Context: an optimization exercise on an open-source flow, tuned for small area, a short achievable clock period and few clock cycles. The choices shown serve that exercise and are no tape-out recipe.
Only simulation tests tie the RTL to the original design; equivalence was not proved.

// sbcodec
module sbcodec (
    input  wire        clk,
    input  wire        rst,
    input  wire        reg_wr,
    input  wire [3:0]  reg_addr,
    input  wire [63:0] reg_wdata,
    output reg  [63:0] reg_rdata,
    output wire        busy,
    input  wire        in_valid,
    input  wire [7:0]  in_data,
    output wire        in_ready,
    output wire        out_valid,
    output wire [7:0]  out_data,
    input  wire        out_ready
);
For scale: about 900 flip-flops, roughly 160 I/O pins, about 0.082 sq mm of cells after synthesis.
export LEC_CHECK = 0
export CAP_MARGIN = 20
export CORE_MARGIN = 2
export CORE_UTILIZATION = 40
export SLEW_MARGIN = 20
create_clock -name core_clock -period 12.0 [get_ports {clk}]
standard.sh (not shown) runs the stock make flow with config.mk's settings and CLKGATE_MAP_FILE= SYNTH_SCRIPT=/design/flow/synth_recipe.tcl, a recipe that flattens the netlist after the stock synthesis.
==> flow/flow/run.sh <==
#!/bin/bash
# The standard layout (standard.sh: the standard synthesis, then ORFS
# floorplan to finish), with these settings changed on make's command line:
#  - BUFFER_PORTS_ARGS makes the port buffers plain buf_4 cells (the default
#    choice is a delay-type buffer);
#  - MATCH_CELL_FOOTPRINT=0 lets the resizer size cells across footprints;
#  - SETUP_SLACK_MARGIN=5.9 makes repair_timing aim for 5.9 ns of setup slack
#    at the design's 12 ns clock;
#  - POST_GLOBAL_ROUTE_TCL runs flow/post_grt.tcl at the end of global
#    routing: a repair_design pass with 25% slew and capacitance margins
#    after the timing repair, and incremental routing of what it changed.
# The clock, constraints and everything else are the standard flow's. make's
# full output goes to make_finish.log; ORFS keeps each step's log under orfs/logs.
set -euo pipefail
bash standard.sh MATCH_CELL_FOOTPRINT=0 SETUP_SLACK_MARGIN=5.9 \
    "BUFFER_PORTS_ARGS=-buffer_cell sky130_fd_sc_hd__buf_4" \
    "POST_GLOBAL_ROUTE_TCL=$PWD/flow/post_grt.tcl" finish > make_finish.log 2>&1
==> flow/flow/post_grt.tcl <==
# Hook run by ORFS at the end of global routing (POST_GLOBAL_ROUTE_TCL), after
# its own repair_design and repair_timing: repair_timing's moves can leave
# nets near their slew and capacitance limits, which the extracted parasitics
# of the final layout then exceed. Repair them again with a margin, then
# route the changed nets incrementally, as ORFS does after its repairs.
puts "post global route: repair_design with margins"
log_cmd repair_design -slew_margin 25 -cap_margin 25 -verbose
log_cmd global_route -start_incremental
log_cmd detailed_placement
log_cmd global_route -end_incremental \
  -congestion_report_file $::env(REPORTS_DIR)/congestion_post_hook.rpt
log_cmd estimate_parasitics -global_routing
Testbench counts at the start, summed over its fixed seeds: cycles 28,537.
Next try:
--- a/flow/design.v
+++ b/flow/design.v
@@ -525,23 +525,23 @@
     wire        wr46   = wr_i & !reg_addr[3] & reg_addr[2] & !reg_addr[0];    
     wire [63:0] x_wr   = reg_addr[1] ? (reg_wdata ^ {64{reg_wdata[63]}}) : reg_wdata;
     wire        cx_a   = (cw_op == 4'hA);
     wire        cx_d   = (cw_op[2:0] == 3'b111);
     wire        cx_h   = (cw_op == 4'h9) & hmode & xv & (oe | oh0);      
     wire [63:0] x_cmd  = cx_a ? acc_n : cx_d ? (xm ? dq : (mant_r ^ {64{mant_r[63]}})) : cx_h ? dq : val_r;
     wire        x_cen  = cx_a ? bg_step : cx_d ? (!xm | encd_div) : 1'b1;
-    wire [63:0] x_idle = wr46 ? x_wr : cmd_w ? x_cmd : bg_step ? acc_n : dq;
-    wire        x_ien  = wr46 | (cmd_w ? (lg6 & x_cen) : (bg_step | (xm & encd_div)));
+    wire [63:0] x_idle = wr46 ? x_wr : cmd ? x_cmd : bg_step ? acc_n : dq;
+    wire        x_ien  = wr46 | (cmd ? x_cen : (bg_step | (xm & encd_div)));
     wire [63:0] x_busy = j_encd ? (encd_div ? dq : m_enc) : j_ins ? {{7{xs}}, x[63:7]} :
                          j_hgen ? dq : acc_n;
     wire        x_ben  = j_encd | (j_ins & (nleft != 4'd0) & oh0) | (j_hgen & oh0) | (j_hparse & (wleft != 6'd0));
     always @(posedge clk) if (busy_r ? x_ben : x_ien) x <= busy_r ? x_busy : x_idle;
     always @(posedge clk) begin
         if (idle) begin
-            if (cmd_w) begin
+            if (cmd) begin
                 if (cw_op[2:0] == 3'b111) begin                  
                     if (xm) begin
                         e9 <= encd_div ? ez1 : ez;
                     end else begin
                         msgn <= mant_r[63];
                         e9 <= {expo_r[7], expo_r};
                     end
@@ -610,15 +610,15 @@
             pb <= in_data; pfirst <= in_e;
         end
         pbv <= bg_push & !(wr_i && (reg_addr == 4'd3 || reg_addr == 4'd4 || reg_addr == 4'd6));
         ainit <= !busy_r | j_wait;
         if (bg_push & in_e)  bg_pos <= 6'd0;
         else if (bg_step)    bg_pos <= bg_pos + 6'd1;
         if (busy_r)                              bg_ok <= bg_ok & j_wait & !rm0;
-        else if (cmd_w)                          bg_ok <= bg_ok & (cw_op == 4'hA) & !rm0 & lg6;
+        else if (cmd)                            bg_ok <= bg_ok & (cw_op == 4'hA) & !rm0;
         else if (wr_i && (reg_addr == 4'd3 || reg_addr == 4'd4 || reg_addr == 4'd6)) bg_ok <= 1'b0;
         else if (bg_push & in_e)                 bg_ok <= 1'b1;
         if (rst) begin
             xm <= 1'b0; xv <= 1'b0; bg_ok <= 1'b0; pbv <= 1'b0;
         end
     end
     wire        rd_hi = !reg_addr[3] & reg_addr[2];
After rerunning:
- maximum frequency goes down by 3.4%
- sequential share of layout area goes up by 0.24 points
- non-clock buffer count goes down by 152
- count of clock-buffer cells in the layout does not change
- synthesized area goes up by 1.2%
Testbench counts after the change, summed over its fixed seeds: cycles 28,537.

-- static timing again, ports no longer ideal --
In the flow no input, the clock included, has a driving cell. The finished layouts below were timed again as built, in two steps.
Step 1 assumes that a clkbuf_16 drives the clock port and a buf_2 every other input.
Step 2 also shifts input and output timing later by t, the mid clock arrival at the registers, as if the neighbouring blocks saw the same clock.
Three values: no drivers, after step 1, after step 2; two values: the first two.
| run | shift t [ns] | setup WS [ns] | worst slew at a driven data input, ns | pins driven straight from the clock port |
|---|---|---|---|---|
| the first run | 0.904 | 5.637 / 5.148 / 5.025 | 0.57 | 1 |
| the second run | 0.871 | 5.411 / 5.379 / 4.508 | 0.47 | 1 |
After both steps setup and hold are still met in every run listed. For the second run, which loses most, drivers alone change the setup slack by -0.032 ns; drivers and shift together by -0.903 ns.
